What follows belongs to an exercise in optimizing a design on an open flow for small area, a short achievable clock period and few clock cycles per item; a production flow would make more cautious choices. Where RTL was checked, it was by simulation tests only, not by an equivalence proof against the original.

// fft_butterfly
module fft_butterfly (
    input  wire        clk,
    input  wire        rst,
    input  wire        in_valid,
    output wire        in_ready,
    input  wire [31:0] ur,
    input  wire [31:0] ui,
    input  wire [31:0] vr,
    input  wire [31:0] vi,
    input  wire [31:0] wr,
    input  wire [31:0] wi,
    output reg         out_valid,
    output reg  [31:0] our,
    output reg  [31:0] oui,
    output reg  [31:0] ovr,
    output reg  [31:0] ovi
);
clock: 20.0 ns
lec_check: 0
cap_margin: 20
core_margin: 2
core_utilization: 55
setup_slack_margin: 0.5
slew_margin: 20
standard.sh (not shown) runs the stock make flow with config.mk's settings and CLKGATE_MAP_FILE= SYNTH_SCRIPT=/design/flow/synth_recipe.tcl, a recipe that flattens the netlist after the stock synthesis.
==> flow/flow/run.sh <==
#!/bin/bash
# The standard layout, with every port buffered by a buf_4 instead of the
# flow's default port buffer (a delay cell).  The make run's full output goes
# to flow_make.log in the folder this runs in.
set -euo pipefail
export BUFFER_PORTS_ARGS="-buffer_cell sky130_fd_sc_hd__buf_4"
bash standard.sh > flow_make.log 2>&1
==> next run, changes <==
--- a/flow/design.v
+++ b/flow/design.v
@@ -1896,19 +1896,20 @@
     wire [8:0] dab, dba;
     wire       ge, geb;                  
     sub_cla #(.W(9)) u_dab (.a(a_e), .b(b_e), .d(dab), .ge(ge));
     sub_cla #(.W(9)) u_dba (.a(b_e), .b(a_e), .d(dba), .ge(geb));
     wire [26:0] ma = {a_h, a_f, 3'b000};
     wire [26:0] mb = {b_h, b_f, 3'b000};
-    wire [26:0] ma_sh, mb_sh;
-    shr27k u_sa (.x(ma), .sh(dba[4:0]), .kill(dba[8:5] != 4'd0), .y(ma_sh));
-    shr27k u_sb (.x(mb), .sh(dab[4:0]), .kill(dab[8:5] != 4'd0), .y(mb_sh));
-    wire [26:0] ma_al = ge  ? ma : ma_sh;
-    wire [26:0] mb_al = geb ? mb : mb_sh;
-    assign mx_al = gt ? mb_al : ma_al;
-    assign mz_al = gt ? ma_al : mb_al;
+    wire [26:0] mxe = ge ? ma : mb;
+    wire [26:0] mze = ge ? mb : ma;
+    wire [26:0] mze_al;
+    shr27k u_sh (.x(mze), .sh(ge ? dab[4:0] : dba[4:0]),
+                 .kill(ge ? (dab[8:5] != 4'd0) : (dba[8:5] != 4'd0)), .y(mze_al));
+    wire        swb = ge & gt;
+    assign mx_al = swb ? mze_al : mxe;
+    assign mz_al = swb ? mxe : mze_al;
     wire [8:0] exm = (ge ? a_e : b_e) - 9'd64;
     assign fr      = exm[7:0];
     assign sign    = gt ? bs : a_s;
     assign eff_sub = a_s ^ bs;
     assign zsign   = a_s & bs;
     assign nan     = a_n | b_n | (a_i & b_i & (a_s != bs));
@@ -1932,20 +1933,19 @@
     wire [7:0] dut, dtu;
     wire       ge, get;                  
     sub_cla #(.W(8)) u_dut (.a(eu), .b(et), .d(dut), .ge(ge));
     sub_cla #(.W(8)) u_dtu (.a(et), .b(eu), .d(dtu), .ge(get));
     wire [26:0] mu = {u_nz, u[22:0], 3'b000};
     wire [26:0] mt = {t_nz, t[22:0], 3'b000};
-    wire [26:0] mxe = ge ? mu : mt;
-    wire [26:0] mze = ge ? mt : mu;
-    wire [26:0] mze_al;
-    shr27k u_sh (.x(mze), .sh(ge ? dut[4:0] : dtu[4:0]),
-                 .kill(ge ? (dut[7:5] != 3'd0) : (dtu[7:5] != 3'd0)), .y(mze_al));
-    wire        swb = ge & gt;
-    assign mx     = swb ? mze_al : mxe;
-    assign mz_al  = swb ? mxe : mze_al;
+    wire [26:0] mu_sh, mt_sh;
+    shr27k u_su (.x(mu), .sh(dtu[4:0]), .kill(dtu[7:5] != 3'd0), .y(mu_sh));
+    shr27k u_st (.x(mt), .sh(dut[4:0]), .kill(dut[7:5] != 3'd0), .y(mt_sh));
+    wire [26:0] mu_al = ge  ? mu : mu_sh;
+    wire [26:0] mt_al = get ? mt : mt_sh;
+    assign mx     = gt ? mt_al : mu_al;
+    assign mz_al  = gt ? mu_al : mt_al;
     assign fr     = ge ? eu : et;
     assign x_is_u = ~gt;
 endmodule
 module fft_butterfly (
     input  wire        clk,
     input  wire        rst,
@@ -1973,34 +1973,28 @@
     reg  [3:0]  s0_s;
     reg  [35:0] s0_e;
     reg  [95:0] s0_m;
     wire        front_idle;              
     assign in_ready = rdy;
     wire [127:0] op_in = {vi, vr, wi, wr};
-    wire [3:0]   small_in, sub_in, op_ez, op_shift;
-    reg  [3:0]   s0_sub;                 
-    reg  [3:0]   s0_zh;                  
+    wire [3:0]   small_in, op_ez, op_shift;
     generate for (gi = 0; gi < 4; gi = gi + 1) begin : g_op
         wire [31:0] x = op_in[32*gi +: 32];
         wire [23:0] m = s0_m[24*gi +: 24];
         assign op_ez[gi]    = x[30:23] == 8'h00;
         assign small_in[gi] = ~x[30] & ~x[29] & (x[28:0] != 29'd0);
-        assign sub_in[gi]   = op_ez[gi] & (x[28:0] != 29'd0);
-        assign op_shift[gi] = s0_zh[gi] & s0_sub[gi];
+        assign op_shift[gi] = ~m[23] & (m[22:0] != 23'd0);
     end endgenerate
     wire s0_ok = ~(|op_shift);
     always @(posedge clk) begin
         for (k = 0; k < 4; k = k + 1) begin
             if (~slow) begin
                 s0_s[k]          <= op_in[32*k+31];
                 s0_e[9*k +: 9]   <= {1'b0, op_in[32*k+24 +: 7], op_in[32*k+23] | op_ez[k]};
                 s0_m[24*k +: 24] <= {~op_ez[k], op_in[32*k +: 23]};
-                s0_zh[k]         <= op_ez[k];
-                s0_sub[k]        <= sub_in[k];
             end else if (op_shift[k]) begin
-                s0_zh[k]         <= ~s0_m[24*k+22];
                 s0_e[9*k +: 9]   <= s0_e[9*k +: 9] - 9'd1;
                 s0_m[24*k +: 24] <= {s0_m[24*k +: 23], 1'b0};
             end
         end
         if (rst) begin
             rdy      <= 1'b1;
@@ -2022,13 +2016,13 @@
     end
     wire [3:0]  op_z, op_i, op_n;
     wire [95:0] op_tz;
     generate for (gi = 0; gi < 4; gi = gi + 1) begin : g_cls
         wire [23:0] m = s0_m[24*gi +: 24];
         wire is255 = s0_e[9*gi +: 9] == 9'd255;
-        assign op_z[gi] = s0_zh[gi];
+        assign op_z[gi] = ~m[23];
         assign op_i[gi] = is255 & (m[22:0] == 23'd0);
         assign op_n[gi] = is255 & (m[22:0] != 23'd0);
         wire [23:0] z;
         assign z[0] = 1'b1;
         genvar j;
         for (j = 1; j < 24; j = j + 1) begin : g_z
The new run completed with no timing, DRC or antenna violations.
Wire length rises by about 1.5%.
Sequential share of layout area stays flat.
Clock skew falls by 0.0058 ns.
Non-clock buffer count falls by 7.
Register-to-register slack improved by 0.67 ns.
Cell area hardly moves.
Setup slack improved by 0.66 ns.
Core utilization falls by 0.15 points.
Testbench counts after the change, summed over its fixed seeds: cycles 32,080, items 32,000.
For the first run of this note, only the layout was checked, not whether the RTL still works.

fft_butterfly, a different RTL version from the one above (not shown whole).
Size in the first run: about 18,000 cells after synthesis, about 330 I/O pins, ~0.16 mm^2 of cells after synthesis.
==> module fp_pair_front, before the edit <==
module fp_pair_front (
    input  wire [31:0] u,
    input  wire        u_nz,             
    input  wire [31:0] t,
    input  wire        t_nz,
    output wire [26:0] mx,
    output wire [26:0] mz_al,
    output wire [7:0]  fr,
    output wire        x_is_u
);
    wire gt;                             
    pfx_gt #(.W(31), .L(5)) u_cmp (.a(t[30:0]), .b(u[30:0]), .gt(gt));
    wire [7:0] eu = {u[30:24], u[23] | ~u_nz};
    wire [7:0] et = {t[30:24], t[23] | ~t_nz};
    wire [7:0] dut, dtu;
    wire       ge, get;                  
    sub_cla #(.W(8)) u_dut (.a(eu), .b(et), .d(dut), .ge(ge));
    sub_cla #(.W(8)) u_dtu (.a(et), .b(eu), .d(dtu), .ge(get));
    wire [26:0] mu = {u_nz, u[22:0], 3'b000};
    wire [26:0] mt = {t_nz, t[22:0], 3'b000};
    wire [26:0] mxe = ge ? mu : mt;
    wire [26:0] mze = ge ? mt : mu;
    wire [26:0] mze_al;
    shr27k u_sh (.x(mze), .sh(ge ? dut[4:0] : dtu[4:0]),
                 .kill(ge ? (dut[7:5] != 3'd0) : (dtu[7:5] != 3'd0)), .y(mze_al));
    wire        swb = ge & gt;
    assign mx     = swb ? mze_al : mxe;
    assign mz_al  = swb ? mxe : mze_al;
    assign fr     = ge ? eu : et;
    assign x_is_u = ~gt;
endmodule
export LEC_CHECK = 0
export CAP_MARGIN = 20
export CORE_MARGIN = 2
export CORE_UTILIZATION = 55
export SETUP_SLACK_MARGIN = 0.5
export SLEW_MARGIN = 20
create_clock -name core_clock -period 20.0 [get_ports {clk}]
Scripts as last shown in full above: flow/flow/run.sh
The baseline completed with no timing, DRC or antenna violations.
Edit:
--- a/flow/design.v
+++ b/flow/design.v
@@ -1935,16 +1935,15 @@
     sub_cla #(.W(8)) u_dut (.a(eu), .b(et), .d(dut), .ge(ge));
     sub_cla #(.W(8)) u_dtu (.a(et), .b(eu), .d(dtu), .ge(get));
     wire [26:0] mu = {u_nz, u[22:0], 3'b000};
     wire [26:0] mt = {t_nz, t[22:0], 3'b000};
-    wire [26:0] mxe = ge ? mu : mt;
-    wire [26:0] mze = ge ? mt : mu;
-    wire [26:0] mze_al;
-    shr27k u_sh (.x(mze), .sh(ge ? dut[4:0] : dtu[4:0]),
-                 .kill(ge ? (dut[7:5] != 3'd0) : (dtu[7:5] != 3'd0)), .y(mze_al));
-    wire        swb = ge & gt;
-    assign mx     = swb ? mze_al : mxe;
-    assign mz_al  = swb ? mxe : mze_al;
+    wire [26:0] mu_sh, mt_sh;
+    shr27k u_su (.x(mu), .sh(dtu[4:0]), .kill(dtu[7:5] != 3'd0), .y(mu_sh));
+    shr27k u_st (.x(mt), .sh(dut[4:0]), .kill(dut[7:5] != 3'd0), .y(mt_sh));
+    wire [26:0] mu_al = ge  ? mu : mu_sh;
+    wire [26:0] mt_al = get ? mt : mt_sh;
+    assign mx     = gt ? mt_al : mu_al;
+    assign mz_al  = gt ? mu_al : mt_al;
     assign fr     = ge ? eu : et;
     assign x_is_u = ~gt;
 endmodule
 module fft_butterfly (
Effect:
- routed wire length came out higher by a few percent
- clock-buffer cell count came out lower by 4
- clock skew came out lower by 0.0040 ns
- utilization came out lower by 0.17 points
- worst hold slack got worse by 0.027 ns
- setup slack got worse by 0.053 ns
- synthesized area came out higher slightly
- global-route usage came out higher by 0.47 points
No run of this note included a check of the RTL's function; only the layout flow was run.

== before ==
Another version of the RTL of fft_butterfly (not shown whole).
Size in the first run: roughly 18000 cells after synthesis, about 330 I/O pins.
==> module fp_padd_front, before the edit <==
module fp_padd_front (
    input  wire        a_s, input wire [8:0] a_e, input wire a_h, input wire [22:0] a_f,
    input  wire        a_i, input wire       a_n,
    input  wire        b_s, input wire [8:0] b_e, input wire b_h, input wire [22:0] b_f,
    input  wire        b_i, input wire       b_n,
    input  wire        sub,
    output wire [26:0] mx_al,
    output wire [26:0] mz_al,
    output wire        eff_sub,
    output wire [7:0]  fr,
    output wire        sign,
    output wire        zsign,
    output wire        nan,
    output wire        inf,
    output wire        inf_s
);
    wire bs = b_s ^ sub;
    wire gt;                             
    pfx_gt #(.W(33), .L(6)) u_cmp (.a({b_e, b_h, b_f}), .b({a_e, a_h, a_f}), .gt(gt));
    wire [9:0] dab, dba;
    wire       cab, cba;
    pfx_add #(.W(10), .L(4)) u_dab (.a({1'b0, a_e}), .b(~{1'b0, b_e}), .ci(1'b1), .s(dab), .co(cab));
    pfx_add #(.W(10), .L(4)) u_dba (.a({1'b0, b_e}), .b(~{1'b0, a_e}), .ci(1'b1), .s(dba), .co(cba));
    wire       ge  = ~dab[9];            
    wire [4:0] s_ab = dab[9:5] != 0 ? 5'd31 : dab[4:0];
    wire [4:0] s_ba = dba[9:5] != 0 ? 5'd31 : dba[4:0];
    wire [26:0] ma = {a_h, a_f, 3'b000};
    wire [26:0] mb = {b_h, b_f, 3'b000};
    wire [26:0] mxe = ge ? ma : mb;
    wire [26:0] mze = ge ? mb : ma;
    wire [26:0] mze_al;
    shr27s u_sh (.x(mze), .sh(ge ? s_ab : s_ba), .y(mze_al));
    wire        swb = ge & gt;
    assign mx_al = swb ? mze_al : mxe;
    assign mz_al = swb ? mxe : mze_al;
    wire [8:0] exm = (ge ? a_e : b_e) - 9'd64;
    assign fr      = exm[7:0];
    assign sign    = gt ? bs : a_s;
    assign eff_sub = a_s ^ bs;
    assign zsign   = a_s & bs;
    assign nan     = a_n | b_n | (a_i & b_i & (a_s != bs));
    assign inf     = a_i | b_i;
    assign inf_s   = a_i ? a_s : bs;
endmodule
==> module fp_pair_front, before the edit <==
module fp_pair_front (
    input  wire [31:0] u,
    input  wire [31:0] t,
    output wire [26:0] mx,
    output wire [26:0] mz_al,
    output wire [7:0]  fr,
    output wire        x_is_u
);
    wire gt;                             
    pfx_gt #(.W(31), .L(5)) u_cmp (.a(t[30:0]), .b(u[30:0]), .gt(gt));
    wire       u_nz = u[30:23] != 8'h00;
    wire       t_nz = t[30:23] != 8'h00;
    wire [7:0] eu = {u[30:24], u[23] | ~u_nz};
    wire [7:0] et = {t[30:24], t[23] | ~t_nz};
    wire [8:0] dut, dtu;
    wire       cut, ctu;
    pfx_add #(.W(9), .L(4)) u_dut (.a({1'b0, eu}), .b(~{1'b0, et}), .ci(1'b1), .s(dut), .co(cut));
    pfx_add #(.W(9), .L(4)) u_dtu (.a({1'b0, et}), .b(~{1'b0, eu}), .ci(1'b1), .s(dtu), .co(ctu));
    wire       ge  = ~dut[8];            
    wire [4:0] s_ut = dut[8:5] != 0 ? 5'd31 : dut[4:0];
    wire [4:0] s_tu = dtu[8:5] != 0 ? 5'd31 : dtu[4:0];
    wire [26:0] mu = {u_nz, u[22:0], 3'b000};
    wire [26:0] mt = {t_nz, t[22:0], 3'b000};
    wire [26:0] mxe = ge ? mu : mt;
    wire [26:0] mze = ge ? mt : mu;
    wire [26:0] mze_al;
    shr27s u_sh (.x(mze), .sh(ge ? s_ut : s_tu), .y(mze_al));
    wire        swb = ge & gt;
    assign mx     = swb ? mze_al : mxe;
    assign mz_al  = swb ? mxe : mze_al;
    assign fr     = ge ? eu : et;
    assign x_is_u = ~gt;
endmodule
==> flow/config.mk <==
export PLATFORM = sky130hd
export DESIGN_NAME = fft_butterfly
export DESIGN_NICKNAME = fft_butterfly
export VERILOG_FILES = /design/flow/design.v
export SDC_FILE = /design/flow/constraint.sdc
export NUM_CORES = 8
export LEC_CHECK = 0
export CAP_MARGIN = 20
export CORE_MARGIN = 2
export CORE_UTILIZATION = 40
export SETUP_SLACK_MARGIN = 0.5
export SLEW_MARGIN = 20
==> flow/constraint.sdc <==
create_clock -name core_clock -period 20.0 [get_ports {clk}]
set_input_delay 4.0000 -clock core_clock [delete_from_list [all_inputs] [get_ports {clk}]]
set_output_delay 4.0000 -clock core_clock [all_outputs]
set_load 0.01 [all_outputs]
run.sh (not shown) runs the stock make flow with config.mk's settings and CLKGATE_MAP_FILE= SYNTH_SCRIPT=/design/flow/synth_recipe.tcl, a recipe that flattens the netlist after the stock synthesis.
Stock flow here: none of the scripts above is used.
Relative to before, the following input files were edited for after:
--- a/flow/design.v
+++ b/flow/design.v
@@ -1831,17 +1831,13 @@
     pfx_add #(.W(10), .L(4)) u_dba (.a({1'b0, b_e}), .b(~{1'b0, a_e}), .ci(1'b1), .s(dba), .co(cba));
     wire       ge  = ~dab[9];            
     wire [4:0] s_ab = dab[9:5] != 0 ? 5'd31 : dab[4:0];
     wire [4:0] s_ba = dba[9:5] != 0 ? 5'd31 : dba[4:0];
-    wire [26:0] ma = {a_h, a_f, 3'b000};
-    wire [26:0] mb = {b_h, b_f, 3'b000};
-    wire [26:0] mxe = ge ? ma : mb;
-    wire [26:0] mze = ge ? mb : ma;
-    wire [26:0] mze_al;
-    shr27s u_sh (.x(mze), .sh(ge ? s_ab : s_ba), .y(mze_al));
-    wire        swb = ge & gt;
-    assign mx_al = swb ? mze_al : mxe;
-    assign mz_al = swb ? mxe : mze_al;
+    wire [26:0] ma_al, mb_al;
+    shr27s u_sa (.x({a_h, a_f, 3'b000}), .sh(s_ba & {5{~ge}}), .y(ma_al));
+    shr27s u_sb (.x({b_h, b_f, 3'b000}), .sh(s_ab & {5{ge}}),  .y(mb_al));
+    assign mx_al = gt ? mb_al : ma_al;
+    assign mz_al = gt ? ma_al : mb_al;
     wire [8:0] exm = (ge ? a_e : b_e) - 9'd64;
     assign fr      = exm[7:0];
     assign sign    = gt ? bs : a_s;
     assign eff_sub = a_s ^ bs;
@@ -1870,17 +1866,13 @@
     pfx_add #(.W(9), .L(4)) u_dtu (.a({1'b0, et}), .b(~{1'b0, eu}), .ci(1'b1), .s(dtu), .co(ctu));
     wire       ge  = ~dut[8];            
     wire [4:0] s_ut = dut[8:5] != 0 ? 5'd31 : dut[4:0];
     wire [4:0] s_tu = dtu[8:5] != 0 ? 5'd31 : dtu[4:0];
-    wire [26:0] mu = {u_nz, u[22:0], 3'b000};
-    wire [26:0] mt = {t_nz, t[22:0], 3'b000};
-    wire [26:0] mxe = ge ? mu : mt;
-    wire [26:0] mze = ge ? mt : mu;
-    wire [26:0] mze_al;
-    shr27s u_sh (.x(mze), .sh(ge ? s_ut : s_tu), .y(mze_al));
-    wire        swb = ge & gt;
-    assign mx     = swb ? mze_al : mxe;
-    assign mz_al  = swb ? mxe : mze_al;
+    wire [26:0] mu_al, mt_al;
+    shr27s u_su (.x({u_nz, u[22:0], 3'b000}), .sh(s_tu & {5{~ge}}), .y(mu_al));
+    shr27s u_st (.x({t_nz, t[22:0], 3'b000}), .sh(s_ut & {5{ge}}),  .y(mt_al));
+    assign mx     = gt ? mt_al : mu_al;
+    assign mz_al  = gt ? mu_al : mt_al;
     assign fr     = ge ? eu : et;
     assign x_is_u = ~gt;
 endmodule
 module fft_butterfly (
==> comparison <==
after -> before: parity-gate share of the synthesized area counting xor and xnor cells flat
Detailed-route via count on after is behind before.
Met2 layer usage reported by global route essentially unchanged between before and after.
s5_t[24] as the timing startpoint of the critical path was reported by before, and wi[22] by after.
Delta (after minus before): number of placement rows increased about 0.9%; number of different library cells in the post-synthesis netlist increased 12.
Highest clock rate grows by more than 10% when moving from before to after.
Capture point of the worst path = rdy: after; capture point of the worst path = s6_mx[0]: before
Testbench counts of after, summed over its fixed seeds: cycles 32,080, items 32,000.
No functional check of the RTL was part of before.

==> re-timing with driven ports <==
How much do the figures lean on ideal ports? The routed layouts below were timed once more, with nothing changed but the port constraints.
Step 1, drivers: a clkbuf_16 drives clk and a buf_2 each remaining input, both assumed.
Step 2 also shifts input and output timing later by t, the mid clock arrival at the registers, as if the neighbouring blocks saw the same clock.
a / b / c = ideal ports / drivers / drivers and shift; a / b = the first two.
run	t, ns	setup slack, ns	cell pins on the clock port's net
the first run of note 1	1.002	13.910 / 13.910 / 13.572	1
the second run of note 1	1.022	14.574 / 14.463 / 14.019	1
the first run of note 2	1.002	14.367 / 14.259 / 14.088	1
the second run of note 2	1.009	14.314 / 14.314 / 14.012	1
before	1.027	12.941 / 12.941 / 12.941	1
after	1.072	13.627 / 13.722 / 12.649	1
After both steps every run listed still meets setup and hold. The setup slack of after, which loses most, moves by +0.095 ns with the drivers and by -0.978 ns with both steps.
